Context: an optimization exercise on an open-source flow, tuned for small area, a short achievable clock period and few clock cycles. The choices shown serve that exercise and are no tape-out recipe. Where RTL was checked, it was by simulation tests only, not by an equivalence proof against the original. For run 3, only the layout was checked, not whether the RTL still works. Power figures rest on the tool's default switching activity, not on a simulated workload.

`flow/config.mk`:
```
export PLATFORM = sky130hd
export DESIGN_NAME = gsm7_codec
export DESIGN_NICKNAME = gsm7_codec
export VERILOG_FILES = /design/flow/design.v
export SDC_FILE = /design/flow/constraint.sdc
export NUM_CORES = 4
export LEC_CHECK = 0
export ABC_CLOCK_PERIOD_IN_PS = 3000
export CAP_MARGIN = 20
export CORE_MARGIN = 5
export CORE_UTILIZATION = 25
export CTS_BUF_LIST = sky130_fd_sc_hd__clkbuf_2 sky130_fd_sc_hd__clkbuf_4 sky130_fd_sc_hd__clkbuf_8
export SETUP_SLACK_MARGIN = 5
export SLEW_MARGIN = 20
```
`flow/constraint.sdc`:
```
create_clock -name core_clock -period 8.0 [get_ports {clk}]
set_input_delay 1.6000 -clock core_clock [delete_from_list [all_inputs] [get_ports {clk}]]
set_output_delay 1.6000 -clock core_clock [all_outputs]
set_load 0.01 [all_outputs]
```
`flow/design.v`:
```
module gsm7_c2s (
    input  wire [15:0] cu,
    output wire        def_hit,
    output wire        esc_hit,
    output wire [6:0]  sept
);
    wire [7:0] hi = cu[15:8];
    wire [7:0] lo = cu[7:0];
    wire h00 = (hi == 8'h00);
    wire h03 = (hi == 8'h03);
    wire h20 = (hi == 8'h20);
    wire id;
    assign id = (lo[3] & ~lo[4] & ~lo[7]) | (~lo[3] & lo[4] & ~lo[7]) | (lo[0] & ~lo[4] & ~lo[7]) | (lo[3] & ~lo[6] & ~lo[7]) | (lo[1] & ~lo[4] & ~lo[7]) | (~lo[1] & ~lo[2] & lo[3] & ~lo[7]) | (lo[2] & ~lo[3] & lo[6] & ~lo[7]) | (~lo[0] & ~lo[2] & lo[3] & ~lo[7]) | (~lo[2] & ~lo[6] & ~lo[7]);
    wire [6:0] x;
    assign x[0] = (lo[0] & lo[1] & lo[2] & ~lo[7]) | (~lo[1] & lo[3] & ~lo[6]) | (~lo[1] & ~lo[3] & lo[5] & lo[6]) | (lo[0] & lo[1] & ~lo[4] & ~hi[0]) | (~lo[1] & ~lo[2] & ~lo[5] & lo[7]) | (lo[0] & ~lo[1] & lo[2] & lo[5]) | (lo[2] & ~lo[4] & lo[5] & lo[6]) | (lo[0] & ~lo[3] & lo[4]) | (lo[0] & lo[3] & ~lo[4]) | (~lo[0] & lo[1] & lo[5] & ~lo[7]) | (~lo[0] & ~lo[1] & lo[3] & ~lo[5] & ~lo[7]) | (~lo[0] & ~lo[1] & lo[2] & ~lo[4] & lo[6]);
    assign x[1] = (~lo[1] & lo[2] & lo[6] & lo[7]) | (~lo[1] & lo[3] & ~lo[5] & lo[6]) | (~lo[0] & ~lo[4] & hi[0]) | (lo[0] & lo[2] & ~lo[4] & lo[5]) | (lo[2] & lo[3] & ~lo[5] & lo[7]) | (~lo[6] & ~lo[7]) | (~lo[2] & ~lo[3] & ~lo[5] & hi[0]) | (lo[0] & ~lo[1] & ~lo[2] & lo[3] & lo[4]) | (~lo[2] & ~lo[3] & ~lo[4] & lo[5] & lo[6]);
    assign x[2] = (~lo[1] & lo[3] & lo[5] & lo[7]) | (~lo[0] & lo[1] & lo[2] & ~hi[0]) | (lo[0] & ~lo[1] & lo[6] & lo[7]) | (~lo[1] & lo[2] & lo[3] & ~lo[5]) | (~lo[0] & ~lo[2] & ~lo[4] & lo[5]) | (lo[1] & ~lo[2] & lo[3] & ~lo[5]) | (~lo[0] & ~lo[6] & lo[7] & ~hi[0]) | (lo[2] & lo[4] & lo[6] & lo[7]) | (lo[1] & lo[2] & ~lo[4] & ~lo[6] & ~hi[0]);
    assign x[3] = (~lo[3] & lo[6] & lo[7]) | (~lo[1] & lo[3] & ~lo[5]) | (~lo[0] & lo[3] & lo[4] & lo[7]) | (lo[0] & ~lo[2] & ~lo[7]) | (lo[0] & ~lo[1] & ~lo[7]) | (lo[1] & lo[5] & lo[6]) | (lo[1] & lo[6] & lo[7]) | (lo[1] & lo[2] & ~lo[4] & ~hi[0]) | (lo[0] & ~lo[3] & lo[5] & hi[0]);
    assign x[4] = (hi[0]) | (~lo[0] & lo[1] & lo[2]) | (lo[0] & lo[4] & ~lo[5]) | (~lo[0] & ~lo[1] & ~lo[3] & lo[6] & lo[7]) | (lo[2] & lo[4] & lo[6] & lo[7]) | (lo[0] & ~lo[3] & lo[4]) | (lo[0] & ~lo[2] & ~lo[5]) | (lo[1] & lo[2] & ~lo[4] & lo[5]);
    assign x[5] = (lo[2] & lo[4] & lo[5] & lo[7]) | (~lo[0] & ~lo[1] & ~lo[3] & lo[5] & lo[7] & ~hi[0]) | (lo[0] & lo[5] & ~lo[7]) | (~lo[1] & lo[4] & ~lo[5] & ~lo[7]) | (lo[3] & ~lo[6] & ~hi[0]) | (lo[0] & ~lo[2] & ~lo[7]) | (lo[1] & lo[5] & ~lo[7]) | (~lo[1] & ~lo[3] & lo[4] & lo[5]);
    assign x[6] = (~lo[0] & lo[2] & lo[4] & lo[6] & lo[7]) | (~lo[1] & ~lo[2] & ~lo[3] & lo[7] & ~hi[0]) | (lo[3] & ~lo[6] & ~hi[0]) | (~lo[0] & ~lo[1] & ~lo[3] & lo[6] & lo[7]) | (lo[0] & lo[1] & lo[2] & lo[5]) | (~lo[0] & ~lo[1] & lo[3] & lo[5] & ~lo[7]);
    assign sept = id ? lo[6:0] : x;
    wire d0, g3, e0;
    assign d0 = (~lo[0] & lo[1] & ~lo[2] & lo[3] & ~lo[4] & ~lo[7]) | (lo[0] & ~lo[1] & lo[2] & lo[3] & ~lo[4] & ~lo[7]) | (lo[5] & ~lo[6] & ~lo[7]) | (lo[0] & ~lo[3] & ~lo[4] & lo[5] & ~lo[6]) | (~lo[0] & ~lo[1] & ~lo[4] & lo[5] & lo[6] & lo[7]) | (lo[0] & ~lo[1] & ~lo[2] & lo[3] & ~lo[4] & lo[6]) | (~lo[1] & lo[2] & ~lo[3] & ~lo[4] & lo[5]) | (lo[0] & lo[1] & lo[2] & lo[3] & lo[4] & lo[5] & ~lo[6]) | (lo[0] & ~lo[1] & ~lo[2] & ~lo[3] & lo[4] & lo[6]) | (~lo[0] & lo[1] & lo[2] & ~lo[3] & lo[6]) | (lo[2] & ~lo[3] & ~lo[4] & ~lo[5] & lo[6]) | (~lo[0] & ~lo[1] & lo[3] & lo[4] & lo[6] & lo[7]) | (lo[0] & lo[1] & lo[2] & lo[3] & lo[4] & ~lo[5] & lo[6]) | (~lo[0] & lo[1] & ~lo[3] & lo[4] & lo[5] & lo[6]) | (lo[1] & ~lo[4] & lo[6] & ~lo[7]) | (~lo[3] & lo[4] & lo[6] & ~lo[7]) | (~lo[0] & ~lo[2] & lo[3] & lo[6] & ~lo[7]) | (lo[0] & ~lo[1] & ~lo[2] & lo[6] & ~lo[7]) | (lo[3] & ~lo[4] & lo[6] & ~lo[7]) | (~lo[3] & ~lo[5] & lo[6] & ~lo[7]) | (~lo[1] & ~lo[2] & lo[3] & lo[5] & lo[6]);
    assign g3 = (~lo[0] & ~lo[1] & ~lo[2] & ~lo[4] & lo[5] & ~lo[6] & lo[7]) | (lo[0] & lo[1] & ~lo[2] & ~lo[3] & ~lo[4] & lo[5] & ~lo[6] & lo[7]) | (~lo[0] & lo[1] & lo[2] & ~lo[3] & ~lo[4] & lo[5] & ~lo[6] & lo[7]) | (~lo[1] & ~lo[2] & lo[3] & ~lo[4] & lo[5] & ~lo[6] & lo[7]) | (lo[0] & lo[1] & ~lo[2] & lo[4] & ~lo[5] & ~lo[6] & lo[7]) | (~lo[0] & ~lo[1] & ~lo[2] & lo[3] & lo[4] & ~lo[5] & ~lo[6] & lo[7]) | (~lo[0] & ~lo[1] & lo[2] & ~lo[3] & lo[4] & ~lo[5] & ~lo[6] & lo[7]) | (~lo[0] & lo[1] & lo[2] & lo[3] & lo[4] & ~lo[5] & ~lo[6] & lo[7]);
    assign e0 = (lo[0] & lo[1] & ~lo[2] & lo[3] & lo[4] & lo[6] & ~lo[7]) | (~lo[1] & lo[2] & lo[3] & lo[4] & lo[6] & ~lo[7]) | (~lo[0] & lo[2] & lo[3] & lo[4] & lo[6] & ~lo[7]);
    assign def_hit = (h00 & d0) | (h03 & g3);
    assign esc_hit = (h00 & e0) | (h20 & (lo == 8'hAC));
endmodule
module gsm7_s2c (
    input  wire        esc,
    input  wire [6:0]  sept,
    output wire [15:0] cu,
    output wire        esc_ok
);
    wire id;
    assign id = (~sept[0] & sept[1] & ~sept[2] & sept[3] & ~sept[4]) | (sept[0] & ~sept[1] & sept[2] & sept[3] & ~sept[4]) | (sept[1] & ~sept[3] & sept[5]) | (sept[3] & sept[5] & ~sept[6] & ~esc) | (sept[3] & ~sept[4] & sept[6]) | (~sept[3] & sept[4] & sept[6]) | (sept[0] & ~sept[4] & sept[6] & ~esc) | (~sept[3] & sept[4] & sept[5]) | (~sept[0] & ~sept[2] & sept[3] & sept[6]) | (sept[2] & ~sept[3] & sept[6] & ~esc) | (sept[0] & sept[5] & ~sept[6] & ~esc) | (sept[0] & ~sept[1] & ~sept[2] & sept[6]) | (sept[1] & ~sept[4] & sept[6]) | (~sept[2] & sept[5] & ~sept[6] & ~esc);
    wire [15:0] x;
    assign x[0] = (sept[0] & ~sept[2] & ~sept[3]) | (~sept[0] & sept[1] & sept[2] & ~sept[4]) | (~sept[1] & sept[2] & ~sept[3] & sept[4] & ~esc) | (~sept[0] & ~sept[1] & ~sept[2] & sept[3] & sept[4]) | (~sept[0] & sept[3] & esc) | (sept[0] & ~sept[1] & ~sept[4] & ~sept[6]) | (sept[1] & sept[2] & sept[3] & ~sept[6] & ~esc) | (~sept[4] & sept[6] & ~esc) | (sept[0] & ~sept[1] & sept[3] & sept[6]) | (sept[0] & sept[2] & ~sept[5] & sept[6]);
    assign x[1] = (~sept[0] & ~sept[1] & sept[2] & sept[4]) | (sept[0] & sept[1] & sept[2] & ~sept[5] & sept[6]) | (~sept[0] & ~sept[2] & sept[3]) | (sept[0] & ~sept[2] & ~sept[3] & sept[4]) | (sept[0] & ~sept[1] & ~sept[2] & ~sept[4] & ~esc) | (sept[0] & ~sept[1] & sept[2] & sept[3] & ~sept[6]) | (~sept[2] & ~sept[3] & sept[5]) | (sept[1] & ~sept[2] & sept[4] & ~sept[6]) | (~sept[0] & sept[3] & sept[4] & ~sept[5] & ~sept[6]);
    assign x[2] = (sept[0] & ~sept[1] & sept[3] & ~sept[4]) | (~sept[1] & ~sept[2] & ~sept[3] & sept[4]) | (sept[1] & ~sept[5] & sept[6]) | (~sept[0] & sept[1] & sept[3]) | (~sept[3] & esc) | (~sept[0] & sept[5] & ~esc) | (sept[0] & sept[1] & sept[2] & ~sept[4]) | (~sept[0] & sept[1] & ~sept[2]) | (sept[0] & ~sept[1] & sept[2] & sept[3] & ~sept[6]) | (~sept[0] & sept[2] & sept[3] & sept[4] & ~sept[5]) | (sept[0] & ~sept[2] & sept[6]) | (sept[1] & ~sept[2] & ~sept[3] & ~sept[4]);
    assign x[3] = (esc) | (sept[0] & sept[2] & ~sept[3]) | (~sept[0] & sept[1] & sept[3] & sept[4]) | (sept[0] & ~sept[1] & ~sept[2] & sept[4]) | (sept[2] & ~sept[3] & ~sept[4] & ~sept[5]) | (~sept[2] & ~sept[3] & sept[5]) | (sept[1] & ~sept[2] & sept[3] & ~sept[6]) | (~sept[1] & sept[2] & ~sept[4] & ~sept[5]) | (~sept[1] & sept[2] & ~sept[3] & ~sept[5]) | (sept[1] & sept[3] & sept[4] & ~sept[6]);
    assign x[4] = (~sept[0] & sept[1] & sept[2] & ~sept[3] & ~sept[4]) | (~sept[0] & ~sept[1] & ~sept[3] & sept[4]) | (~sept[0] & sept[1] & sept[3] & sept[4]) | (~sept[1] & sept[3] & sept[5]) | (sept[0] & ~sept[2] & sept[4] & ~sept[6]) | (~sept[1] & sept[3] & sept[6]) | (~sept[0] & ~sept[1] & sept[3] & ~sept[4]) | (~sept[0] & esc) | (sept[1] & esc) | (~sept[2] & ~sept[3] & sept[5]) | (sept[1] & ~sept[2] & sept[3] & ~sept[6]);
    assign x[5] = (sept[0] & ~sept[3] & ~sept[4]) | (~sept[0] & sept[1] & ~sept[3]) | (~sept[0] & ~sept[1] & ~sept[2] & sept[3]) | (sept[0] & ~sept[1] & sept[2] & ~sept[6]) | (sept[0] & sept[1] & sept[2] & sept[6]) | (sept[5] & ~esc) | (~sept[4] & sept[6]) | (~sept[1] & sept[2] & ~sept[4]) | (~sept[2] & esc) | (sept[0] & sept[2] & ~sept[3]) | (sept[0] & sept[2] & ~sept[4] & ~sept[5]);
    assign x[6] = (sept[3] & ~sept[4]) | (sept[0] & ~sept[1] & ~sept[2] & ~sept[3] & sept[4]) | (sept[4] & sept[5]) | (~sept[0] & sept[2] & sept[3]) | (sept[2] & ~sept[4] & ~sept[5]) | (~sept[0] & esc) | (~sept[1] & sept[2] & sept[3]) | (sept[0] & ~sept[2] & sept[6]) | (sept[2] & sept[3] & ~sept[6]) | (~sept[0] & ~sept[1] & ~sept[2] & ~sept[4] & ~sept[6]);
    assign x[7] = (sept[6] & ~esc) | (sept[2] & ~esc) | (sept[3] & ~esc) | (sept[0] & ~sept[3] & ~sept[4]) | (sept[1] & ~sept[2] & sept[4]) | (~sept[0] & sept[4] & ~esc);
    assign x[8] = (sept[1] & ~sept[3] & sept[4]) | (~sept[0] & ~sept[2] & sept[4]) | (sept[2] & ~sept[3] & sept[4] & ~esc) | (~sept[1] & ~sept[2] & sept[3] & sept[4]);
    assign x[9] = (sept[1] & ~sept[3] & sept[4]) | (~sept[0] & ~sept[2] & sept[4]) | (sept[2] & ~sept[3] & sept[4] & ~esc) | (~sept[1] & ~sept[2] & sept[3] & sept[4]);
    assign x[10] = 1'b0;
    assign x[11] = 1'b0;
    assign x[12] = 1'b0;
    assign x[13] = (sept[0] & ~sept[4] & sept[6]);
    assign x[14] = 1'b0;
    assign x[15] = 1'b0;
    assign cu = id ? {9'd0, sept} : x;
    assign esc_ok = (~sept[0] & ~sept[1] & ~sept[2] & ~sept[3] & ~sept[4] & ~sept[5] & sept[6]) | (sept[0] & ~sept[1] & sept[2] & ~sept[3] & ~sept[4] & sept[5] & sept[6]) | (~sept[1] & ~sept[2] & sept[3] & ~sept[4] & sept[5] & ~sept[6]) | (sept[0] & sept[1] & sept[2] & sept[3] & ~sept[4] & sept[5] & ~sept[6]) | (~sept[0] & sept[2] & sept[3] & sept[4] & sept[5] & ~sept[6]) | (~sept[0] & ~sept[1] & sept[2] & ~sept[3] & sept[4] & ~sept[5] & ~sept[6]) | (~sept[1] & sept[2] & sept[3] & sept[4] & sept[5] & ~sept[6]);
endmodule
module gsm7_codec (
    input  wire        clk,
    input  wire        rst,
    input  wire        cmd_valid,
    output wire        cmd_ready,
    input  wire        cmd_dec,       
    input  wire [2:0]  cmd_pad,       
    input  wire [8:0]  cmd_len,       
    input  wire        in_valid,
    output wire        in_ready,
    input  wire [15:0] in_data,
    output reg         out_valid,
    output wire [15:0] out_data,
    output reg         done,
    output wire        done_err,
    output wire [8:0]  done_pos,
    output wire        done_escp
);
    localparam [6:0] ESC_MARK = 7'h1B;
    reg         busy;        
    reg         dec;         
    reg         cmd_rdy;
    reg         in_rdy;
    reg         fin;         
    reg  [8:0]  cnt;         
    reg         zw;          
    reg  [15:0] w;           
    reg         v0, v1;      
    reg         half;        
    reg  [2:0]  n;           
    reg  [6:0]  acc;         
    reg         esc;
    reg         err;
    reg  [8:0]  pos;
    reg  [7:0]  out_lo;      
    reg         out_g;       
    reg         out_e;       
    assign cmd_ready = cmd_rdy;
    assign in_ready  = in_rdy;
    assign done_err  = err;
    assign done_pos  = pos;
    assign done_escp = esc;
    assign out_data  = {2'b00, out_e, 3'b000, out_g, out_g, out_lo};
    wire cmd_acc = cmd_valid & cmd_rdy;
    wire in_acc  = in_valid & in_rdy;
    wire        c_def, c_esc;
    wire [6:0]  c_sept;
    gsm7_c2s u_c2s (.cu(w), .def_hit(c_def), .esc_hit(c_esc), .sept(c_sept));
    wire        e_tok  = busy && !dec && v0;             
    wire        e_hit  = c_def | c_esc;
    wire        e_two  = e_tok && c_esc && !half;         
    wire        e_cons = e_tok && !e_two;                 
    wire        e_add  = e_tok && e_hit;
    wire [6:0]  e_sept = !e_add ? 7'd0 : (c_esc && !half) ? ESC_MARK : c_sept;
    wire [14:0] e_comb = {8'd0, acc} | ({8'd0, e_sept} << n);
    wire        e_emit = e_add && (n != 3'd0);            
    wire        e_lastt = e_cons && (cnt == 9'd0);        
    wire        e_left = e_add ? (n != 3'd1) : (n != 3'd0);
    wire        e_done = fin || (e_lastt && !(e_emit && e_left));
    wire        e_out  = fin ? (n != 3'd0) : (e_emit || (e_lastt && e_left));
    wire [7:0]  il = in_data[7:0];
    wire        in_esc = ((in_data[15:8] == 8'h00) &&
                          (il == 8'h5B || il == 8'h5C || il == 8'h5D || il == 8'h5E ||
                           il == 8'h7B || il == 8'h7C || il == 8'h7D || il == 8'h7E)) ||
                         (in_data == 16'h20AC);
    wire [15:0] d_win  = w >> n;
    wire [6:0]  d_sept = d_win[6:0];
    wire        d_ext  = busy && dec && (cnt != 9'd0) && v0 && (n <= 3'd1 || v1);
    wire        d_shift = d_ext && (n != 3'd0);           
    wire        d_mark = (d_sept == ESC_MARK);
    wire [15:0] d_cu;
    wire        d_eok;
    gsm7_s2c u_s2c (.esc(esc), .sept(d_sept), .cu(d_cu), .esc_ok(d_eok));
    wire        d_bad  = d_ext && !d_mark && esc && !d_eok;
    wire        d_out  = d_ext && !d_mark && !err && !d_bad;
    wire        d_lastt = d_ext && (cnt == 9'd1);
    wire        d_done = d_lastt || (zw && in_acc) || (fin && dec);
    wire        a0 = d_shift ? v1 : v0;
    wire        a1 = d_shift ? 1'b0 : v1;
    wire        to1 = in_acc && a0;                       
    wire        fin_done = dec ? d_done : e_done;
    wire        busy_n = cmd_acc || (busy && !fin_done);
    wire [8:0]  cnt_n  = cmd_acc ? cmd_len :
                         (!dec && in_acc) || d_ext ? cnt - 9'd1 : cnt;
    wire [2:0]  n_n    = cmd_acc ? cmd_pad :
                         (e_add || d_ext) ? n - 3'd1 : n;
    wire        dec_n  = cmd_acc ? cmd_dec : dec;
    wire        v0_n   = dec ? (a0 || in_acc) : ((v0 && !e_cons) || in_acc);
    wire        v1_n   = dec && (a1 || to1);
    wire        c_ge1 = (cnt != 9'd0);
    wire        c_ge2 = (cnt[8:1] != 8'd0);
    wire        c_ge3 = (cnt[8:2] != 7'd0) || (cnt[1:0] == 2'd3);
    wire        c_ge4 = (cnt[8:2] != 7'd0);
    wire        nz_n  = d_ext ? c_ge2 : c_ge1;
    wire        ge3_n = d_ext ? c_ge4 : c_ge3;
    wire        eq2_n = d_ext ? (c_ge3 && !c_ge4) : (c_ge2 && !c_ge3);
    wire        eq1_n = d_ext ? (c_ge2 && !c_ge3) : (c_ge1 && !c_ge2);
    wire [2:0]  p_n   = d_ext ? n - 3'd1 : n;
    wire        dn_need = !a0 ? nz_n :
                          ge3_n || (eq2_n && (!a1 || p_n > 3'd2)) || (eq1_n && !a1 && p_n >= 3'd2);
    wire        dn_rdy  = busy && !d_lastt && !fin && (zw || dn_need) && (!(a0 && a1) || p_n != 3'd0);
    wire        da_need = ge3_n || (eq2_n && (!a0 || p_n > 3'd2)) || (eq1_n && !a0 && p_n >= 3'd2);
    wire        da_rdy  = !zw && da_need && (!a0 || p_n != 3'd0);
    wire        en_rdy  = busy && c_ge1;
    wire        ea_rdy  = (cnt != 9'd1) && !in_esc;
    wire        new_rdy = (cmd_len != 9'd0) || (cmd_dec && cmd_pad != 3'd0);
    wire        zw_n    = cmd_acc ? (cmd_dec && cmd_len == 9'd0 && cmd_pad != 3'd0) :
                          (zw && !in_acc);
    wire        rdy_n   = cmd_acc ? new_rdy :
                          in_acc  ? (dec ? da_rdy : ea_rdy) :
                                    (dec ? dn_rdy : en_rdy);
    always @(posedge clk) begin
        if (rst) begin
            busy      <= 1'b0;
            cmd_rdy   <= 1'b0;
            in_rdy    <= 1'b0;
            fin       <= 1'b0;
            v0        <= 1'b0;
            v1        <= 1'b0;
            out_valid <= 1'b0;
            done      <= 1'b0;
        end else begin
            busy      <= busy_n;
            cmd_rdy   <= !busy_n;
            in_rdy    <= rdy_n;
            v0        <= busy_n && v0_n;
            v1        <= busy_n && v1_n;
            fin       <= cmd_acc ? (cmd_len == 9'd0 && !(cmd_dec && cmd_pad != 3'd0)) :
                         (e_lastt && e_emit && e_left);
            out_valid <= dec ? d_out : e_out;
            done      <= busy && fin_done;
        end
    end
    always @(posedge clk) begin
        dec  <= dec_n;
        cnt  <= cnt_n;
        n    <= n_n;
        zw   <= zw_n;
        half <= e_two;
        if (in_acc) begin
            if (!dec || !to1) w[7:0] <= in_data[7:0];
            if (!dec)         w[15:8] <= in_data[15:8];
            else if (to1)     w[15:8] <= in_data[7:0];
        end else if (d_shift) begin
            w[7:0] <= w[15:8];
        end
        if (in_acc && dec && !to1 && d_shift) w[7:0] <= in_data[7:0];
        if (in_acc && dec && to1 && d_shift) w[7:0] <= w[15:8];
        if (cmd_acc)
            acc <= 7'd0;
        else if (e_add)
            acc <= (n != 3'd0) ? e_comb[14:8] : e_comb[6:0];
        out_lo <= dec ? d_cu[7:0] : e_comb[7:0];
        out_g  <= dec && d_cu[8];
        out_e  <= dec && d_cu[13];
        if (cmd_acc) begin
            esc <= 1'b0;
            err <= 1'b0;
            pos <= 9'h1FF;
        end else begin
            if (d_ext) esc <= d_mark;
            if ((e_cons && !e_hit) || d_bad) err <= 1'b1;
            if (((e_tok && !half) || d_ext) && !err)
                pos <= pos + 9'd1;
        end
    end
endmodule
```
`flow/run.sh`:
```
#!/bin/bash
# synth_recipe.tcl (not shown) runs the flow's synth.tcl, then flattens the netlist and writes it again
# the make line also repeats each setting of config.mk as NAME=value (left out here)
make -C /OpenROAD-flow-scripts/flow DESIGN_CONFIG=/design/flow/config.mk WORK_HOME=/design/flow/orfs CLKGATE_MAP_FILE= SYNTH_SCRIPT=/design/flow/synth_recipe.tcl finish
```
==> results of run 1 <==
==> stage by stage <==
step	setup slack, ns	instances	cell area (um^2)
after global placement	4.200	1087	6930
after detailed placement	4.088	1087	6930
after global routing	4.905	1165	8000
final	4.985	1165	8000
after CTS	4.998	1146	7606
after floorplan	5.046	765	6227
==> cells in the final DEF (no fill, tap or decap), types with 9 or more instances in the layout <==
cell type	Yosys	layout
sky130_fd_sc_hd__nand2_1	78	77
sky130_fd_sc_hd__nor2_1	61	60
sky130_fd_sc_hd__clkdlybuf4s50_1	0	58
sky130_fd_sc_hd__buf_4	15	57
sky130_fd_sc_hd__a21oi_1	56	53
sky130_fd_sc_hd__o21ai_0	48	48
sky130_fd_sc_hd__dfxtp_1	38	35
sky130_fd_sc_hd__edfxtp_1	29	29
sky130_fd_sc_hd__mux2_2	26	24
sky130_fd_sc_hd__nor3_1	23	22
sky130_fd_sc_hd__nand3_1	20	20
sky130_fd_sc_hd__a31oi_1	16	14
sky130_fd_sc_hd__mux2i_1	14	13
sky130_fd_sc_hd__nor4_1	12	12
sky130_fd_sc_hd__nor2b_1	11	11
sky130_fd_sc_hd__and3_1	10	10
sky130_fd_sc_hd__o21ai_1	10	9
sky130_fd_sc_hd__clkbuf_8	0	9
==> report_power, final <==
part	internal [mW]	total, mW	leakage, nW	switching (mW)
clock network	0.118	0.260	0.0829	0.142
registers	0.373	0.384	0.577	0.0108
logic	0.143	0.330	2.05	0.186
==> routing by layer <==
layer  GRT usage  routed length, um  vias to the layer above
met1      0.2020               9363                     3136
met2      0.2091               9425                      416
met3     0.03065               2132                       49
met5           0                  0                        -
met4     0.03740                420                        0
li1            -                  -                     3084
==> cell type report <==
| cell class | count | area, um^2 |
|---|---|---|
| clock buffers | 10 | 131.4 |
| clock inverters | 6 | 48.80 |
| fillers | 2537 | 16390 |
| inverters | 14 | 66.31 |
| multi-input cells | 615 | 4478 |
| flip-flops and latches | 67 | 1638 |
| well taps | 324 | 405.4 |
| repair buffers | 128 | 1227 |
| repair inverters | 1 | 5.005 |
==> timing repair <==
action                                  4_1_cts  5_1_grt
gates cloned                                  3        2
gates resized for setup                      31       45
hold endpoints to repair                      0        0
pin swaps                                     7       11
hold buffers                                  0        0
endpoints found under the setup margin       75       47
setup buffers                                40       17
==> tightest hold or removal path, delay by kind of cell, from the launching register on <==
family           cells  cell delay, ns
AND/OR/NAND/NOR      1            0.06
flip-flops           1            0.35
XOR/XNOR             1            0.07
==> worst paths after layout <==
path	from	endpoint	cells after the start
max	w[3]$_DFFE_PP_	out_lo[6]$_DFF_P_	10
max reg2reg	w[3]$_DFFE_PP_	out_lo[6]$_DFF_P_	10
min reg2reg	pos[8]$_SDFFE_PP1P_	pos[8]$_SDFFE_PP1P_	2
min	pos[8]$_SDFFE_PP1P_	pos[8]$_SDFFE_PP1P_	2
==> kinds of logic (layout without fill, tap and decap cells) <==
kind of cell / count (synthesis) / in the layout / share of synthesized area
other cells: 1 / 5 / 0.0006038
xor+xnor: 11 / 11 / 0.01551
fa+ha+maj: 7 / 7 / 0.01410
buf+inv: 85 / 159 / 0.06708
simple gates: 286 / 286 / 0.2393
mux: 51 / 51 / 0.1068
compound gates: 253 / 255 / 0.2939
flops: 67 / 67 / 0.2627
==> cell usage after synthesis, drive strengths merged, types with 4 or more instances <==
| library cell | instances |
|---|---|
| mux4 | 6 |
| or4 | 7 |
| buf | 49 |
| o31ai | 5 |
| clkbuf | 22 |
| xnor2 | 7 |
| a211oi | 7 |
| and3 | 12 |
| a2111oi | 4 |
| o31a | 4 |
| a22oi | 4 |
| o21ai | 60 |
| or3 | 9 |
| nor4 | 12 |
| a211o | 4 |
| a31oi | 17 |
| nor3 | 25 |
| a2bb2oi | 5 |
| mux2 | 26 |
| ha | 7 |
| a21oi | 57 |
| nor2b | 11 |
| nand3b | 4 |
| nand3 | 20 |
| o32ai | 5 |
| edfxtp | 29 |
| o311ai | 5 |
| a311oi | 12 |
| o2111ai | 7 |
| nor2 | 63 |
| nand4 | 8 |
| o22ai | 6 |
| o221ai | 6 |
| a221oi | 4 |
| nand2b | 8 |
| a21o | 4 |
| and2 | 7 |
| inv | 12 |
| dfxtp | 38 |
| nand2 | 80 |
| xor2 | 4 |
| mux2i | 19 |
| o211ai | 6 |
==> flip-flops by register name, summed over array words and instances, names as in the netlist, 3 cells and up <==
| name | cells |
|---|---|
| n | 3 |
| pos | 9 |
| acc | 7 |
| out_lo | 8 |
| cnt | 9 |
| w | 16 |
==> results.toml, run 1 <==
[status]
run_status = "finished clean"

[critical_path]
setup.worst_path.class = "flop to flop"
arrival_ns = 3.27
setup.reg_to_reg.worst_slack_ns = 4.98
timing.critical_path.from_type = "flop"
timing.critical_path.required_ns = 8.26
cp_num_buf_inv = 2
type_of_element_capturing_the_critical_path = "flop"
worst_path_dominant_cell_family = "compound AO/OA/AOI/OAI gates"
timing.critical_path.fanout_max = 17
critical_path.cell_chain = "buf_12, or4b_4, o221a_4, nand3_1, o31ai_2, buf_4, a221oi_2, mux2_2, a21oi_4, a221oi_2"
cp_slowest_cell = "sky130_fd_sc_hd__or4b_4"
critPathMostFrequentCell = "sky130_fd_sc_hd__a221oi_2"
delay_of_the_slowest_cell_on_the_worst_path_ns = 0.57

[final_layout]
utilization_of_the_core_after_routing = 0.3280
number_of_nets_in_the_finished_design = 876
n_antenna_cell = 0
area_added_between_synthesis_and_finish_pct = 28.81
post_route_cells_drive_above_1_share = 0.2366

[sta]
setup_violations = 0
finalSetupTns_ns = 0
share_of_the_clock_period_used_by_the_worst_path = 0.3769
min_period_ns = 3.015
finClkSkew_ns = 0.01245
grt_setup_unrepaired = "yes"
timing_hold_violations_final = 0
final_max_slew_viol_count = 0
timing.fmax_mhz = 331.6
timing.slew.headroom = 0.6231
worst_pin_slew_ns = 0.5580
timing.hold.ws_ns = 0.5053

[detailed_routing]
antenna_left = 0
drt_first_pass_iters = 6
drc_viols = 0
wl_um = 21340
detail_route.wl_per_cell_um = 18.32
first_iter_violations = 624
via_count = 6685
detail_route.vias_per_cell = 5.738

[placed_design]
place.port_buffers = 58
post-dp-hpwl_um = 13470
globalplace.congestion = 0.9062

[logic_synthesis]
yosys.area.top_type = "sky130_fd_sc_hd__edfxtp_1"
synth.ff_latch_count = 67
most_used_flip_flop_cell_after_synthesis = "sky130_fd_sc_hd__dfxtp_1"
netlist_instances = 761
synthDistinctLibCells = 108
synth_sequential_area_ratio = 0.2627
synth_area_um2 = 6211
post-synth-top-area-fraction = 0.1402
netlist_top_cells_area = "sky130_fd_sc_hd__edfxtp_1 (14%), sky130_fd_sc_hd__dfxtp_1 (12%), sky130_fd_sc_hd__mux2_2 (4.7%)"
synth-edff-count = 29
ys_warn_count = 1
async_flop_share = 0
syn_area_per_cell_um2 = 8.162

[clocking]
path_clk_slew_ns = 0.08
cts_made_buffers = 9
clock_tree_from_tritoncts = "done"
clk_root_buffer_cell = "sky130_fd_sc_hd__clkbuf_8"
numClockSinks = 67
ctsLongestPathBuffers = 2
cts_htree_levels = 3
insertion_delay_ns = 0.36

[global_routing]
groute.usage.overall = 0.1394
grt_pass1_vias = 5986
gr-total-overflow = 0
grt_first_pass_wirelength_um = 32730
antenna_violations_before_repair = 0
grt_start_max_net_pins = 36

[worst_hold_path]
worst_hold_path_type = "flop to flop"

[floorplan]
core_area_um2 = 24390
fp.dieW_um = 167.6
rows = 57
floorplan.io_pins = 64
initial_core_util = 0.2546
chipHeight_um = 167.6
dieArea_um2 = 28100

[pwr]
static-leakage-power_nw = 2.712
ir_drop_mv = 0.07609
power.density_nw_per_um2 = 121.8
sum_of_internal_switching_and_leakage_power_mw = 0.9741

[job]
timing.max_cap.violations = 0
Testbench counts, summed over its fixed seeds: cycles 16,021.
==> inputs of run 2 (changes only) <==
==> flow/flow/run.sh (new file) <==
#!/bin/bash
# Own flow: the standard flow, with the port buffers made from the
# smallest buffer cell instead of the default choice.
set -euo pipefail
# the standard synthesis, unchanged
bash standard.sh synth > synth.log 2>&1
# the rest of the standard flow
bash standard.sh 'BUFFER_PORTS_ARGS=-buffer_cell sky130_fd_sc_hd__buf_1' finish > layout.log 2>&1
==> flow/standard.sh (new file) <==
#!/bin/bash
# synth_recipe.tcl (not shown) runs the flow's synth.tcl, then flattens the netlist and writes it again
# the make line also repeats each setting of config.mk as NAME=value (left out here)
make -C /OpenROAD-flow-scripts/flow DESIGN_CONFIG=/design/flow/config.mk WORK_HOME=/design/flow/orfs CLKGATE_MAP_FILE= SYNTH_SCRIPT=/design/flow/synth_recipe.tcl "${@:-finish}"
--- a/flow/config.mk
+++ b/flow/config.mk
@@ -11,3 +11,2 @@
 export CORE_UTILIZATION = 25
-export CTS_BUF_LIST = sky130_fd_sc_hd__clkbuf_2 sky130_fd_sc_hd__clkbuf_4 sky130_fd_sc_hd__clkbuf_8
 export SETUP_SLACK_MARGIN = 5
removed: flow/run.sh
==> results.toml, run 2 <==
[status]
run_status = "finished clean"

[detailed_routing]
wl_um = 21360
antenna_left = 0
drt_first_pass_iters = 5
first_iter_violations = 687
drc_viols = 0
via_count = 6688
detail_route.wl_per_cell_um = 18.35
detail_route.vias_per_cell = 5.746

[pwr]
power.net_switching_mw = 0.3637
ir_drop_mv = 0.1166
static-leakage-power_nw = 2.607
clock_power_share = 0.375
sum_of_internal_switching_and_leakage_power_mw = 1.105
seq_power_share = 0.349
power.internal_mw = 0.7411
power.combinational.fraction = 0.276
sw_frac_of_total = 0.3292
power.density_nw_per_um2 = 143.5

[global_routing]
antenna_violations_before_repair = 0
grt_pass1_vias = 6047
gr-total-overflow = 0
grt_first_pass_wirelength_um = 32730
groute.usage.overall = 0.1393
grt_start_max_net_pins = 36

[placed_design]
post-dp-hpwl_um = 13390
placement.setup.worst_slack_ns = 4.102
globalplace.congestion = 0.9148
place.port_buffers = 58

[worst_hold_path]
number_of_cells_traversed_by_the_worst_hold_path = 2
hold_path_startpoint = "pos[8]$_SDFFE_PP1P_"
min_to = "pos[8]$_SDFFE_PP1P_"
worst_hold_path_type = "flop to flop"

[critical_path]
timing.critical_path.from_type = "flop"
setup.reg_to_reg.worst_slack_ns = 4.98
arrival_ns = 3.22
type_of_element_capturing_the_critical_path = "flop"
timing.critical_path.required_ns = 8.20
timing.critical_path.fanout_max = 12
delay_of_the_slowest_cell_on_the_worst_path_ns = 0.57
worst_r2r_endpoint = "out_lo[3]$_DFF_P_"
rr_worst_depth = 10
worst_path_dominant_cell_family = "compound AO/OA/AOI/OAI gates"
timing.rr.start = "w[3]$_DFFE_PP_"
cp_num_buf_inv = 1
cp_slowest_cell = "sky130_fd_sc_hd__or4b_4"
setup.worst_path.class = "flop to flop"
critical_path.cell_chain = "buf_12, or4b_4, o221ai_4, o211ai_1, o31ai_2, o211ai_1, nor2_1, a21oi_2, a311oi_1, a311oi_1"

[logic_synthesis]
netlist_instances = 761
synth.ff_latch_count = 67
synthMostInstantiatedCell = "sky130_fd_sc_hd__nand2_1"
synthDistinctLibCells = 108
most_used_flip_flop_cell_after_synthesis = "sky130_fd_sc_hd__dfxtp_1"
yosys.area.top_type = "sky130_fd_sc_hd__edfxtp_1"
ys_warn_count = 1
netlist_top_cells_area = "sky130_fd_sc_hd__edfxtp_1 (14%), sky130_fd_sc_hd__dfxtp_1 (12%), sky130_fd_sc_hd__mux2_2 (4.7%)"
synth_area_um2 = 6211
syn_area_per_cell_um2 = 8.162
synth_sequential_area_ratio = 0.2627
synth_top_cells_by_count = "sky130_fd_sc_hd__nand2_1 (78), sky130_fd_sc_hd__nor2_1 (61), sky130_fd_sc_hd__a21oi_1 (56)"
post-synth-top-area-fraction = 0.1402
synth-edff-count = 29
async_flop_share = 0

[floorplan]
floorplan.io_pins = 64
rows = 57
chipHeight_um = 167.6
core_area_um2 = 24390
fp.dieW_um = 167.6
initial_core_util = 0.2546
dieArea_um2 = 28100

[clocking]
hold_buf_count_cts = 0
ctsLongestPathBuffers = 2
numClockSinks = 67
cts_htree_levels = 3
clock_tree_from_tritoncts = "done"
clk_root_buffer_cell = "sky130_fd_sc_hd__clkbuf_16"
path_clk_slew_ns = 0.06
cts_made_buffers = 9
insertion_delay_ns = 0.35

[sta]
min_period_ns = 3.018
share_of_the_clock_period_used_by_the_worst_path = 0.3772
grt_setup_unrepaired = "yes"
final.setup.worst_slack_ns = 4.982
timing.fmax_mhz = 331.4
setup_violations = 0
worst_pin_slew_ns = 0.7469
finalSetupTns_ns = 0
timing.hold.ws_ns = 0.4936
timing_hold_violations_final = 0
finClkSkew_ns = 0.008391
final_max_slew_viol_count = 0
timing.slew.headroom = 0.5020

[job]
timing.max_cap.violations = 0

[final_layout]
n_antenna_cell = 0
final_common_cell = "sky130_fd_sc_hd__nand2_1"
layout_common_cells = "sky130_fd_sc_hd__nand2_1 (78), sky130_fd_sc_hd__nor2_1 (61), sky130_fd_sc_hd__buf_4 (61)"
number_of_nets_in_the_finished_design = 875
post_route_cells_drive_above_1_share = 0.2286
final.fill_count = 2571
number_of_flip_flops_in_the_largest_register = 16
largestRegisters = "w x16, cnt x9, pos x9"
area_added_between_synthesis_and_finish_pct = 23.99
largest_register = "w"
==> run 2: cell count changes in the layout (fill, tap and decap cells not counted), sizes merged <==
cell,before,now
clkdlybuf4s50,58,0
clkinv,2,4
clkbuf,11,10
bufinv,0,1
clkinvlp,7,2
buf,68,127
inv,12,14
bufbuf,1,0
==> run 2: power groups by stage <==
stage	clock network (mW)	registers (mW)	logic, mW
2_1_floorplan	0	0.393	0.192
3_3_place_gp	0	0.398	0.242
3_5_place_dp	0	0.398	0.242
4_1_cts	0.427	0.384	0.276
5_1_grt	0.439	0.387	0.327
6_report	0.415	0.385	0.305
==> run 2: logic make-up after synthesis <==
family          after synthesis  synth area share
mux                          51            0.1068
compound gates              253            0.2939
buf+inv                      85           0.06708
simple gates                286            0.2393
xor+xnor                     11           0.01551
fa+ha+maj                     7           0.01410
flops                        67            0.2627
other cells                   1         0.0006038
==> run 2: what timing repair did <==
action	4_1_cts	5_1_grt
setup endpoints to repair	72	46
gates resized for setup	21	42
buffers inserted	40	18
pin swaps	6	12
gates cloned	1	2
==> run 2: worst max path at each step <==
stage,startpoint,to,cells past startpoint
6_report,w[3]$_DFFE_PP_,out_lo[3]$_DFF_P_,10
5_1_grt,w[11]$_DFFE_PP_,out_lo[1]$_DFF_P_,7
4_1_cts,w[2]$_DFFE_PP_,out_lo[3]$_DFF_P_,10
3_5_place_dp,n[1]$_DFFE_PP_,w[2]$_DFFE_PP_,10
3_3_place_gp,n[1]$_DFFE_PP_,w[1]$_DFFE_PP_,10
2_1_floorplan,n[1]$_DFFE_PP_,w[0]$_DFFE_PP_,14
==> run 2: stage by stage <==
stage	cells	instance area [um^2]	util
2_1_floorplan	765	6227	-
3_3_place_gp	1087	6568	0.2693
3_5_place_dp	1087	6568	0.2693
4_1_cts	1144	7315	0.2999
5_1_grt	1164	7701	0.3157
6_report	1164	7701	0.3157
==> run 2: cell type report <==
cell class / count / area (um^2) / area share
tap: 324 / 405.4 / 0.05264
clock buffer: 9 / 225.2 / 0.02924
sequential: 67 / 1632 / 0.2119
multi-input combinational: 615 / 4461 / 0.5792
clock inverter: 7 / 83.83 / 0.01089
inverter: 14 / 60.06 / 0.007799
timing repair buffer: 128 / 834.6 / 0.1084
==> run 2: per-layer routing <==
| layer | global-route usage | wire length (um) | vias to the layer above |
|---|---|---|---|
| met5 | 0 | 0 | - |
| met4 | 0.04234 | 594 | 0 |
| met3 | 0.03678 | 2216 | 60 |
| met2 | 0.2033 | 9168 | 388 |
| met1 | 0.2007 | 9377 | 3174 |
| li1 | - | - | 3066 |
==> run 2: tightest hold or removal path, cell delays in order, from the launching register on <==
cell	delay (ns)
sky130_fd_sc_hd__dfxtp_1	0.34
sky130_fd_sc_hd__xor2_1	0.07
sky130_fd_sc_hd__nand2_1	0.05
==> inputs of run 3 (changes only) <==
--- a/flow/design.v
+++ b/flow/design.v
@@ -77,2 +77,3 @@
     reg         busy;        
+    reg         fresh;       
     reg         dec;         
@@ -85,2 +86,3 @@
     reg         v0, v1;      
+    reg         wesc;        
     reg         half;        
@@ -90,3 +92,3 @@
     reg         err;
-    reg  [8:0]  pos;
+    reg  [8:0]  pos;         
     reg  [7:0]  out_lo;      
@@ -106,13 +108,11 @@
     wire        e_tok  = busy && !dec && v0;             
-    wire        e_hit  = c_def | c_esc;
-    wire        e_two  = e_tok && c_esc && !half;         
+    wire        e_two  = e_tok && wesc && !half;          
     wire        e_cons = e_tok && !e_two;                 
-    wire        e_add  = e_tok && e_hit;
-    wire [6:0]  e_sept = !e_add ? 7'd0 : (c_esc && !half) ? ESC_MARK : c_sept;
+    wire [6:0]  e_sept = !e_tok ? 7'd0 : e_two ? ESC_MARK : c_sept;
     wire [14:0] e_comb = {8'd0, acc} | ({8'd0, e_sept} << n);
-    wire        e_emit = e_add && (n != 3'd0);            
+    wire        e_emit = e_tok && (n != 3'd0);            
     wire        e_lastt = e_cons && (cnt == 9'd0);        
-    wire        e_left = e_add ? (n != 3'd1) : (n != 3'd0);
+    wire        e_left = (n != 3'd1);
     wire        e_done = fin || (e_lastt && !(e_emit && e_left));
-    wire        e_out  = fin ? (n != 3'd0) : (e_emit || (e_lastt && e_left));
+    wire        e_out  = fin ? (n != 3'd0) : (e_emit || e_lastt);
     wire [7:0]  il = in_data[7:0];
@@ -131,3 +131,3 @@
     wire        d_bad  = d_ext && !d_mark && esc && !d_eok;
-    wire        d_out  = d_ext && !d_mark && !err && !d_bad;
+    wire        d_out  = d_ext && !d_mark;
     wire        d_lastt = d_ext && (cnt == 9'd1);
@@ -142,6 +142,6 @@
     wire [2:0]  n_n    = cmd_acc ? cmd_pad :
-                         (e_add || d_ext) ? n - 3'd1 : n;
+                         (e_tok || d_ext) ? n - 3'd1 : n;
     wire        dec_n  = cmd_acc ? cmd_dec : dec;
-    wire        v0_n   = dec ? (a0 || in_acc) : ((v0 && !e_cons) || in_acc);
-    wire        v1_n   = dec && (a1 || to1);
+    wire        v0_n   = !cmd_acc && (dec ? (a0 || in_acc) : ((v0 && !e_cons) || in_acc));
+    wire        v1_n   = !cmd_acc && dec && (a1 || to1);
     wire        c_ge1 = (cnt != 9'd0);
@@ -165,2 +165,7 @@
                           (zw && !in_acc);
+    wire        fin_n   = cmd_acc ? (cmd_len == 9'd0 && !(cmd_dec && cmd_pad != 3'd0)) :
+                          (e_lastt && e_emit && e_left);
+    wire        end_n   = fin_n ||
+                          (!cmd_acc && dec && !d_lastt && !fin && eq1_n &&
+                           (in_acc ? (a0 || p_n <= 3'd1) : (a0 && (a1 || p_n <= 3'd1))));
     wire        rdy_n   = cmd_acc ? new_rdy :
@@ -180,3 +185,3 @@
             busy      <= busy_n;
-            cmd_rdy   <= !busy_n;
+            cmd_rdy   <= !busy_n || end_n;
             in_rdy    <= rdy_n;
@@ -184,4 +189,3 @@
             v1        <= busy_n && v1_n;
-            fin       <= cmd_acc ? (cmd_len == 9'd0 && !(cmd_dec && cmd_pad != 3'd0)) :
-                         (e_lastt && e_emit && e_left);
+            fin       <= fin_n;
             out_valid <= dec ? d_out : e_out;
@@ -196,2 +200,4 @@
         half <= e_two;
+        fresh <= cmd_acc;
+        if (in_acc) wesc <= in_esc;
         if (in_acc) begin
@@ -207,3 +213,3 @@
             acc <= 7'd0;
-        else if (e_add)
+        else if (e_tok)
             acc <= (n != 3'd0) ? e_comb[14:8] : e_comb[6:0];
@@ -212,3 +218,3 @@
         out_e  <= dec && d_cu[13];
-        if (cmd_acc) begin
+        if (fresh) begin
             esc <= 1'b0;
@@ -218,3 +224,3 @@
             if (d_ext) esc <= d_mark;
-            if ((e_cons && !e_hit) || d_bad) err <= 1'b1;
+            if ((e_cons && !(c_def || c_esc)) || d_bad) err <= 1'b1;
             if (((e_tok && !half) || d_ext) && !err)
==> flow/run.sh (new file) <==
#!/bin/bash
# synth_recipe.tcl (not shown) runs the flow's synth.tcl, then flattens the netlist and writes it again
# the make line also repeats each setting of config.mk as NAME=value (left out here)
make -C /OpenROAD-flow-scripts/flow DESIGN_CONFIG=/design/flow/config.mk WORK_HOME=/design/flow/orfs CLKGATE_MAP_FILE= SYNTH_SCRIPT=/design/flow/synth_recipe.tcl finish
--- a/flow/config.mk
+++ b/flow/config.mk
@@ -11,2 +11,4 @@
 export CORE_UTILIZATION = 25
+export CTS_BUF_LIST = sky130_fd_sc_hd__clkbuf_4 sky130_fd_sc_hd__clkbuf_8
+export CTS_CLUSTER_SIZE = 30
 export SETUP_SLACK_MARGIN = 5
removed: flow/flow/run.sh
removed: flow/standard.sh
==> results.toml, run 3 <==
[clocking]
cts_made_buffers = 9
insertion_delay_ns = 0.36
hold_buf_count_cts = 0
numClockSinks = 69
ctsLongestPathBuffers = 2
cts_htree_levels = 3
clk_root_buffer_cell = "sky130_fd_sc_hd__clkbuf_8"
clock_tree_from_tritoncts = "done"
path_clk_slew_ns = 0.08

[worst_hold_path]
worst_hold_path_type = "flop to flop"

[floorplan]
chipHeight_um = 168.5
floorplan.io_pins = 64
core_area_um2 = 24960
rows = 58
dieArea_um2 = 28390
fp.dieW_um = 168.5
initial_core_util = 0.2516

[pwr]
ir_drop_mv = 0.08525
static-leakage-power_nw = 2.660
power.density_nw_per_um2 = 124.6

[detailed_routing]
detail_route.wl_per_cell_um = 17.78
drt_first_pass_iters = 6
via_count = 6688
detail_route.vias_per_cell = 5.653
first_iter_violations = 688
wl_um = 21030
drc_viols = 0
antenna_left = 0

[final_layout]
post_route_cells_drive_above_1_share = 0.1758
number_of_flip_flops_in_the_largest_register = 16
final_common_cell = "sky130_fd_sc_hd__nand2_1"
n_antenna_cell = 0
number_of_nets_in_the_finished_design = 888
layout_common_cells = "sky130_fd_sc_hd__nand2_1 (68), sky130_fd_sc_hd__nor2_1 (63), sky130_fd_sc_hd__clkdlybuf4s50_1 (57)"
largestRegisters = "w x16, cnt x9, pos x9"
area_added_between_synthesis_and_finish_pct = 24.54
largest_register = "w"
utilization_of_the_core_after_routing = 0.3134

[logic_synthesis]
netlist_top_cells_area = "sky130_fd_sc_hd__edfxtp_1 (14%), sky130_fd_sc_hd__dfxtp_1 (12%), sky130_fd_sc_hd__a21oi_1 (4.6%)"
synth_area_um2 = 6281
ys_warn_count = 1
synth_sequential_area_ratio = 0.2677
synth-edff-count = 30
netlist_instances = 790
async_flop_share = 0
post-synth-top-area-fraction = 0.1434
synth.ff_latch_count = 69
syn_area_per_cell_um2 = 7.951
most_used_flip_flop_cell_after_synthesis = "sky130_fd_sc_hd__dfxtp_1"
synthDistinctLibCells = 94
synthMostInstantiatedCell = "sky130_fd_sc_hd__nand2_1"
yosys.area.top_type = "sky130_fd_sc_hd__edfxtp_1"
synth_top_cells_by_count = "sky130_fd_sc_hd__nand2_1 (70), sky130_fd_sc_hd__nor2_1 (63), sky130_fd_sc_hd__a21oi_1 (58)"

[sta]
share_of_the_clock_period_used_by_the_worst_path = 0.3728
grt_setup_unrepaired = "yes"
min_period_ns = 2.982
finClkSkew_ns = 0.008443
setup_violations = 0
worst_pin_slew_ns = 0.9138
final_max_slew_viol_count = 0
timing.slew.headroom = 0.3881
timing_hold_violations_final = 0
finalSetupTns_ns = 0
timing.fmax_mhz = 335.3

[global_routing]
gr-total-overflow = 0
grt_first_pass_wirelength_um = 33530
grt_start_max_net_pins = 38
grt_pass1_vias = 6313
antenna_violations_before_repair = 0
groute.usage.overall = 0.1413

[critical_path]
timing.critical_path.required_ns = 8.25
type_of_element_capturing_the_critical_path = "flop"
timing.critical_path.fanout_max = 15
arrival_ns = 3.23
timing.critical_path.from_type = "flop"
setup.reg_to_reg.worst_slack_ns = 5.02
setup.worst_path.class = "flop to flop"

[placed_design]
globalplace.congestion = 0.9151
post-dp-hpwl_um = 13980
place.port_buffers = 58

[status]
run_status = "finished clean"

[job]
timing.max_cap.violations = 0
## run 3: cell types whose count changed in the layout (fill, tap and decap cells not counted), moves of 8 or more
| cell | delta |
|---|---|
| sky130_fd_sc_hd__clkbuf_8 | +9 |
| sky130_fd_sc_hd__nor3_1 | +12 |
| sky130_fd_sc_hd__nand4_1 | +8 |
| sky130_fd_sc_hd__nand2_1 | -10 |
| sky130_fd_sc_hd__clkbuf_16 | -9 |
| sky130_fd_sc_hd__buf_4 | -9 |
| sky130_fd_sc_hd__clkdlybuf4s50_1 | +57 |
| sky130_fd_sc_hd__a21o_1 | +8 |
| sky130_fd_sc_hd__nand2b_1 | +9 |
| sky130_fd_sc_hd__buf_1 | -58 |
## run 3: cells by family (layout without fill, tap and decap cells)
group,count (synthesis),after routing,synth area share
XOR/XNOR,13,13,0.01813
other,1,5,0.0005970
multiplexers,43,45,0.09821
AND/OR/NAND/NOR,303,303,0.2504
adder cells (fa/ha/maj),8,8,0.01554
AO/OA/AOI/OAI,259,259,0.2801
buffers and inverters,94,151,0.06932
flip-flops,69,69,0.2677
## run 3: final cells by class
cell class	instances	area, um^2
clock inverters	7	42.54
well taps	330	412.9
flip-flops and latches	69	1687
multi-input cells	633	4398
repair inverters	1	7.507
repair buffers	116	1071
fillers	2703	17140
clock buffers	9	123.9
inverters	18	80.08
## run 3: worst paths after layout
check | startpoint | end | cells past startpoint
max | w[6]$_DFFE_PP_ | out_lo[3]$_DFF_P_ | 9
min | pos[8]$_SDFFE_PP1P_ | pos[8]$_SDFFE_PP1P_ | 2
min reg2reg | pos[8]$_SDFFE_PP1P_ | pos[8]$_SDFFE_PP1P_ | 2
max reg2reg | w[6]$_DFFE_PP_ | out_lo[3]$_DFF_P_ | 9
## run 3: where the power goes
group,switching (mW),total [mW],internal (mW)
clock,0.139,0.249,0.110
sequential,0.0157,0.404,0.388
combinational,0.183,0.322,0.139
total,0.338,0.975,0.637
## run 3: metrics by stage
stage | worst slack, ns | hold WS, ns | total power, mW | cells | area (um^2)
floorplan | 4.982 | 0.4386 | 0.5994 | 794 | 6299
global placement | 4.157 | 0.4858 | 0.6808 | 1120 | 7027
detailed placement | 4.150 | 0.4906 | 0.6819 | 1120 | 7027
CTS | 4.951 | 0.5136 | 0.9555 | 1163 | 7521
global route | 4.902 | 0.5504 | 1.024 | 1183 | 7823
finish | 5.018 | 0.5116 | 0.9750 | 1183 | 7823
## run 3: per-layer routing
metal  vias up  track usage  wire length, um
met5         -            0                0
met4         0      0.04728              625
met3        57      0.03129             1795
met2       332       0.2275             9650
met1      3153       0.1881             8963
li1       3146            -                -
## run 3: repair_timing
| action | in CTS | in global routing |
|---|---|---|
| endpoints found under the hold margin | 0 | 0 |
| pin swaps | 1 | 2 |
| setup buffers | 25 | 18 |
| endpoints found under the setup margin | 69 | 41 |
| cloned | 2 | 2 |
| resized for setup | 27 | 27 |
## run 3: worst max-delay path, cell delays in order (launching register included)
cell and delay, ns:
sky130_fd_sc_hd__edfxtp_1 0.52, sky130_fd_sc_hd__buf_4 0.21, sky130_fd_sc_hd__mux4_2 0.54, sky130_fd_sc_hd__mux2_4 0.41
sky130_fd_sc_hd__nor3_4 0.28, sky130_fd_sc_hd__o22ai_2 0.13, sky130_fd_sc_hd__o211ai_4 0.25, sky130_fd_sc_hd__nor2_4 0.10
sky130_fd_sc_hd__or3_1 0.32, sky130_fd_sc_hd__o311a_1 0.11
==> inputs of run 4 (changes only) <==
--- a/flow/design.v
+++ b/flow/design.v
@@ -104,5 +104,5 @@
     wire in_acc  = in_valid & in_rdy;
-    wire        c_def, c_esc;
+    wire        c_def;
     wire [6:0]  c_sept;
-    gsm7_c2s u_c2s (.cu(w), .def_hit(c_def), .esc_hit(c_esc), .sept(c_sept));
+    gsm7_c2s u_c2s (.cu(w), .def_hit(c_def), .esc_hit(), .sept(c_sept));
     wire        e_tok  = busy && !dec && v0;             
@@ -224,3 +224,3 @@
             if (d_ext) esc <= d_mark;
-            if ((e_cons && !(c_def || c_esc)) || d_bad) err <= 1'b1;
+            if ((e_cons && !(c_def || wesc)) || d_bad) err <= 1'b1;
             if (((e_tok && !half) || d_ext) && !err)
==> flow/flow/run.sh (new file) <==
#!/bin/bash
set -euo pipefail
# the standard synthesis, unchanged
bash standard.sh synth > synth.log 2>&1
# the rest of the standard flow
bash standard.sh 'BUFFER_PORTS_ARGS=-buffer_cell sky130_fd_sc_hd__buf_1' \
    SETUP_SLACK_MARGIN=5.3 finish > layout.log 2>&1
==> flow/standard.sh (new file) <==
#!/bin/bash
# synth_recipe.tcl (not shown) runs the flow's synth.tcl, then flattens the netlist and writes it again
# the make line also repeats each setting of config.mk as NAME=value (left out here)
make -C /OpenROAD-flow-scripts/flow DESIGN_CONFIG=/design/flow/config.mk WORK_HOME=/design/flow/orfs CLKGATE_MAP_FILE= SYNTH_SCRIPT=/design/flow/synth_recipe.tcl "${@:-finish}"
removed: flow/run.sh
==> results.toml, run 4 <==
[status]
run_status = "finished clean"

[final_layout]
largestRegisters = "w x16, cnt x9, pos x9"
number_of_nets_in_the_finished_design = 915
final_common_cell = "sky130_fd_sc_hd__buf_4"
area_added_between_synthesis_and_finish_pct = 36.98
final.fill_count = 2436
area.sequential_um2 = 1687
layout_common_cells = "sky130_fd_sc_hd__buf_4 (105), sky130_fd_sc_hd__nor2_1 (62), sky130_fd_sc_hd__buf_1 (57)"
number_of_flip_flops_in_the_largest_register = 16
n_antenna_cell = 0
multi_input_area_um2 = 4603
stdcell_area_um2 = 8436
post_route_insts_no_fill = 1204
post_route_cells_drive_above_1_share = 0.3352
utilization_of_the_core_after_routing = 0.3469
largest_register = "w"

[floorplan]
core_area_um2 = 24320
fp.dieW_um = 167.0
floorplan.io_pins = 64
rows = 57
chipHeight_um = 167.0
dieArea_um2 = 27870
initial_core_util = 0.2532

[critical_path]
worst_path_dominant_cell_family = "compound AO/OA/AOI/OAI gates"
critPathMostFrequentCell = "sky130_fd_sc_hd__buf_4"
crit_path_end = "out_lo[4]$_DFF_P_"
timing.critical_path.fanout_max = 6
type_of_element_capturing_the_critical_path = "flop"
arrival_ns = 3.23
cp_slowest_cell = "sky130_fd_sc_hd__mux4_2"
delay_of_the_slowest_cell_on_the_worst_path_ns = 0.52
number_of_stages_on_the_worst_setup_path = 11
setup.reg_to_reg.worst_slack_ns = 5.00
worst_r2r_endpoint = "out_lo[4]$_DFF_P_"
rr_worst_depth = 11
timing.critical_path.from_type = "flop"
timing.rr.start = "n[0]$_DFFE_PP_"
critical_path.cell_chain = "buf_6, buf_16, mux4_2, buf_4, mux2i_4, buf_4, nor2_1, o311ai_0, nand4_1, o21ai_0, a22oi_1"
timing.critical_path.required_ns = 8.23
setup.worst_path.class = "flop to flop"
startpoint = "n[0]$_DFFE_PP_"
cp_num_buf_inv = 4

[sta]
timing_hold_violations_final = 0
grt_setup_unrepaired = "yes"
timing.hold.ws_ns = 0.4989
min_period_ns = 3.000
timing.slew.headroom = 0.5666
setup_violations = 0
final_max_slew_viol_count = 0
final.setup.worst_slack_ns = 5.000
share_of_the_clock_period_used_by_the_worst_path = 0.3750
worst_pin_slew_ns = 0.6337
timing.fmax_mhz = 333.3
finalSetupTns_ns = 0
finClkSkew_ns = 0.01154

[detailed_routing]
drt_first_pass_iters = 8
first_iter_violations = 818
wl_um = 22160
via_count = 6864
detail_route.vias_per_cell = 5.701
drc_viols = 0
detail_route.wl_per_cell_um = 18.41
antenna_left = 0

[placed_design]
place_inst = 1055
globalplace.congestion = 0.9390
placement.setup.worst_slack_ns = 4.274
place_area_um2 = 6521
place.port_buffers = 58
post-dp-hpwl_um = 13130

[clocking]
cts_made_buffers = 9
numClockSinks = 69
ctsLongestPathBuffers = 2
clk_root_buffer_cell = "sky130_fd_sc_hd__clkbuf_8"
clock_tree_from_tritoncts = "done"
insertion_delay_ns = 0.37
path_clk_slew_ns = 0.08
hold_buf_count_cts = 0
cts_htree_levels = 3

[global_routing]
groute.usage.overall = 0.1460
antenna_violations_before_repair = 0
grt_first_pass_wirelength_um = 33830
gr-total-overflow = 0
grt_start_max_net_pins = 37
grt_pass1_vias = 6292

[logic_synthesis]
yosys.area.top_type = "sky130_fd_sc_hd__edfxtp_1"
async_flop_share = 0
synth_area_um2 = 6158
synth-edff-count = 30
netlist_top_cells_area = "sky130_fd_sc_hd__edfxtp_1 (15%), sky130_fd_sc_hd__dfxtp_1 (13%), sky130_fd_sc_hd__nor2_1 (4.6%)"
most_used_flip_flop_cell_after_synthesis = "sky130_fd_sc_hd__dfxtp_1"
ys_warn_count = 1
synth_top_cells_by_count = "sky130_fd_sc_hd__nor2_1 (75), sky130_fd_sc_hd__a21oi_1 (50), sky130_fd_sc_hd__nand2_1 (49)"
synthDistinctLibCells = 96
netlist_instances = 737
synthMostInstantiatedCell = "sky130_fd_sc_hd__nor2_1"
post-synth-top-area-fraction = 0.1463
synth_sequential_area_ratio = 0.2731
synth.ff_latch_count = 69
syn_area_per_cell_um2 = 8.356

[worst_hold_path]
worst_hold_path_type = "flop to flop"

[pwr]
ir_drop_mv = 0.08632
power.density_nw_per_um2 = 131.3
sum_of_internal_switching_and_leakage_power_mw = 1.108
static-leakage-power_nw = 3.010

[job]
timing.max_cap.violations = 0
run 4: layout make-up:
class / instances / area share
clock buffers: 9 / 0.01468
clock inverters: 7 / 0.008603
inverters: 20 / 0.01083
multi-input cells: 581 / 0.5457
flip-flops and latches: 69 / 0.1999
well taps: 324 / 0.04806
repair buffers: 193 / 0.1713
repair inverters: 1 / 0.0008899
run 4: repair_timing:
item	4_1_cts	5_1_grt
pin swaps	22	33
resized for setup	75	64
buffers inserted	94	31
gates cloned	5	3
endpoints found under the setup margin	81	52
run 4: worst register-to-register path, cell delays in order (launching register included):
cell,delay (ns)
sky130_fd_sc_hd__edfxtp_1,0.42
sky130_fd_sc_hd__buf_6,0.15
sky130_fd_sc_hd__buf_16,0.12
sky130_fd_sc_hd__mux4_2,0.52
sky130_fd_sc_hd__buf_4,0.16
sky130_fd_sc_hd__mux2i_4,0.22
sky130_fd_sc_hd__buf_4,0.20
sky130_fd_sc_hd__nor2_1,0.07
sky130_fd_sc_hd__o311ai_0,0.51
sky130_fd_sc_hd__nand4_1,0.15
sky130_fd_sc_hd__o21ai_0,0.23
sky130_fd_sc_hd__a22oi_1,0.10
run 4: cells by family after synthesis:
| kind of cell | Yosys count | synth area share |
|---|---|---|
| buffers and inverters | 94 | 0.07375 |
| DFF | 69 | 0.2731 |
| other | 1 | 0.0006089 |
| muxes | 51 | 0.1193 |
| and+or+nand+nor | 249 | 0.2040 |
| xor gates and xnor gates | 15 | 0.02133 |
| AOI/OAI and AO/OA | 251 | 0.2938 |
| adders and majority gates | 7 | 0.01422 |
run 4: worst min-delay path by stage:
stage,slack [ns],endpoint,cells past startpoint,start
after floorplan,0.42,pos[5]$_SDFFE_PP1P_,1,fresh$_DFF_P_
after global placement,0.48,pos[8]$_SDFFE_PP1P_,2,pos[8]$_SDFFE_PP1P_
after detailed placement,0.49,acc[0]$_SDFFE_PP0P_,2,acc[0]$_SDFFE_PP0P_
after CTS,0.50,acc[0]$_SDFFE_PP0P_,2,acc[0]$_SDFFE_PP0P_
after global routing,0.52,acc[0]$_SDFFE_PP0P_,2,acc[0]$_SDFFE_PP0P_
final,0.50,pos[8]$_SDFFE_PP1P_,2,pos[8]$_SDFFE_PP1P_
run 4: where the power goes:
group          switching [mW]  internal (mW)  total, mW
combinational           0.227          0.181      0.408
clock                   0.154          0.145      0.299
sequential             0.0122          0.388      0.400
total                   0.394          0.714       1.11
run 4: metal layers:
layer,wire length (um),up-vias,track usage,part of all wire
met4,724,0,0.05123,0.033
met1,9299,3233,0.1941,0.42
met3,2013,93,0.03318,0.091
met5,0,-,0,0
li1,-,3119,-,-
met2,10120,419,0.2332,0.46
Testbench counts of run 4, summed over its fixed seeds: cycles 15,854.
==> inputs of run 5 (changes only) <==
--- a/flow/flow/run.sh
+++ b/flow/flow/run.sh
@@ -6,2 +6,2 @@
 bash standard.sh 'BUFFER_PORTS_ARGS=-buffer_cell sky130_fd_sc_hd__buf_1' \
-    SETUP_SLACK_MARGIN=5.3 finish > layout.log 2>&1
+    SETUP_SLACK_MARGIN=5.2 finish > layout.log 2>&1
--- a/flow/config.mk
+++ b/flow/config.mk
@@ -7,2 +7,3 @@
 export LEC_CHECK = 0
+export ABC_AREA = 1
 export ABC_CLOCK_PERIOD_IN_PS = 3000
==> results.toml, run 5 <==
[detailed_routing]
detail_route.wl_per_cell_um = 15.12
drt_first_pass_iters = 5
via_count = 7111

[critical_path]
setup.worst_path.class = "flop to flop"
timing.critical_path.fanout_max = 6
timing.rr.start = "n[0]$_DFFE_PP_"
arrival_ns = 3.04
timing.critical_path.required_ns = 8.28
startpoint = "n[0]$_DFFE_PP_"

[pwr]
ir_drop_mv = 0.2005
power.density_nw_per_um2 = 156.7

[final_layout]
layout_common_cells = "sky130_fd_sc_hd__nand2_1 (235), sky130_fd_sc_hd__nor2_1 (94), sky130_fd_sc_hd__nand3_1 (90)"
largestRegisters = "w x16, cnt x9, pos x9"
area_added_between_synthesis_and_finish_pct = 21.96
post_route_insts_no_fill = 1369
number_of_flip_flops_in_the_largest_register = 16

[global_routing]
grt_first_pass_wirelength_um = 32270
groute.usage.overall = 0.1466
grt_pass1_vias = 6366

[sta]
final.setup.worst_slack_ns = 5.244
finClkSkew_ns = 0.01361
final_max_slew_viol_count = 0

[logic_synthesis]
ys_warn_count = 1
async_flop_share = 0
synthDistinctLibCells = 59
synth_area_um2 = 5976
synth_top_cells_by_count = "sky130_fd_sc_hd__nand2_1 (236), sky130_fd_sc_hd__nor2_1 (101), sky130_fd_sc_hd__nand3_1 (93)"

[worst_hold_path]
min_to = "pos[8]$_SDFFE_PP1P_"

[floorplan]
core_area_um2 = 23470
floorplan.io_pins = 64
initial_core_util = 0.2546

[clocking]
path_clk_slew_ns = 0.09

[status]
run_status = "finished clean"

[placed_design]
placement.setup.worst_slack_ns = 4.156
## run 5: changes by cell type after synthesis, sizes merged, moves of 10 or more
cell and delta:
a311oi -10, clkbuf -23, inv +74, mux2 -23, mux2i -17, mux4 -11, nand2 +191, nand2b -18
nand3 +77, nor2 +32, o21ai +47
## run 5: area by class of cell
class / instances / area (um^2)
inverters: 96 / 391.6
fillers: 2574 / 16180
clock inverters: 7 / 80.08
repair buffers: 131 / 778.2
repair inverters: 3 / 17.52
clock buffers: 9 / 123.9
multi-input cells: 735 / 3815
well taps: 319 / 399.1
flip-flops and latches: 69 / 1683
## run 5: routing by layer
metal  routed length, um  up-vias  part of all wire  GRT usage
met2                9287      420              0.45     0.2335
met3                2009       91             0.097    0.02920
met1                8591     3184              0.42     0.1954
li1                    -     3416                 -          -
met4                 807        0             0.039    0.05709
met5                   0        -                 0          0
## run 5: worst max-delay path, cell delays in order (launching register included)
cell and delay (ns):
sky130_fd_sc_hd__edfxtp_1 0.48, sky130_fd_sc_hd__buf_4 0.20, sky130_fd_sc_hd__o21ai_0 0.27, sky130_fd_sc_hd__o21ai_2 0.13
sky130_fd_sc_hd__o21ai_4 0.26, sky130_fd_sc_hd__clkinvlp_4 0.21, sky130_fd_sc_hd__buf_4 0.19, sky130_fd_sc_hd__nand2_1 0.07
sky130_fd_sc_hd__inv_1 0.08, sky130_fd_sc_hd__nand2_1 0.10, sky130_fd_sc_hd__o21ai_2 0.06, sky130_fd_sc_hd__buf_4 0.16
sky130_fd_sc_hd__nor2_8 0.13, sky130_fd_sc_hd__nand2_2 0.10, sky130_fd_sc_hd__o22ai_1 0.21
## run 5: how the worst max path moves through the flow
stage	cells after the start	to	slack, ns
4_1_cts	1	done_escp	5.20
2_1_floorplan	6	w[1]$_DFFE_PP_	5.14
6_report	14	out_lo[7]$_DFF_P_	5.24
3_5_place_dp	10	w[7]$_DFFE_PP_	4.16
5_1_grt	15	out_lo[7]$_DFF_P_	5.12
3_3_place_gp	10	w[6]$_DFFE_PP_	4.20
## run 5: timing repair
action	in CTS	in global routing
resized for setup	18	32
setup endpoints to repair	72	51
cloned	2	2
setup buffers	31	41
pin swaps	4	10
## run 5: through the flow
step / hold WS [ns] / utilization / power (mW) / instance area (um^2)
6_report: 0.5045 / 0.3105 / 1.142 / 7288
5_1_grt: 0.5339 / 0.3105 / 1.211 / 7288
2_1_floorplan: 0.4477 / - / 0.6824 / 5997
3_5_place_dp: 0.4943 / 0.2690 / 0.7603 / 6315
3_3_place_gp: 0.4723 / 0.2690 / 0.7635 / 6315
4_1_cts: 0.5143 / 0.2925 / 1.099 / 6867
## run 5: cells by family after synthesis
group	after synthesis	synth area share
AO/OA/AOI/OAI	209	0.2138
XOR/XNOR	4	0.005864
adder cells (fa/ha/maj)	7	0.01466
buffers and inverters	152	0.1118
flip-flops	69	0.2814
other	1	0.0006275
AND/OR/NAND/NOR	509	0.3719
## run 5: where the power goes
group	internal, mW	total, mW	switching, mW
Sequential	0.396	0.414	0.0184
Combinational	0.146	0.424	0.278
Clock	0.148	0.303	0.156
Total	0.690	1.14	0.452

Re-timed with assumed drivers on the ports (clkbuf_16 on the clock, buf_2 on other inputs), run 5 has 5.244 ns of setup slack against 5.244 ns with ideal ports, and 4.891 ns once port delays also move by the mid clock arrival of 0.411 ns.
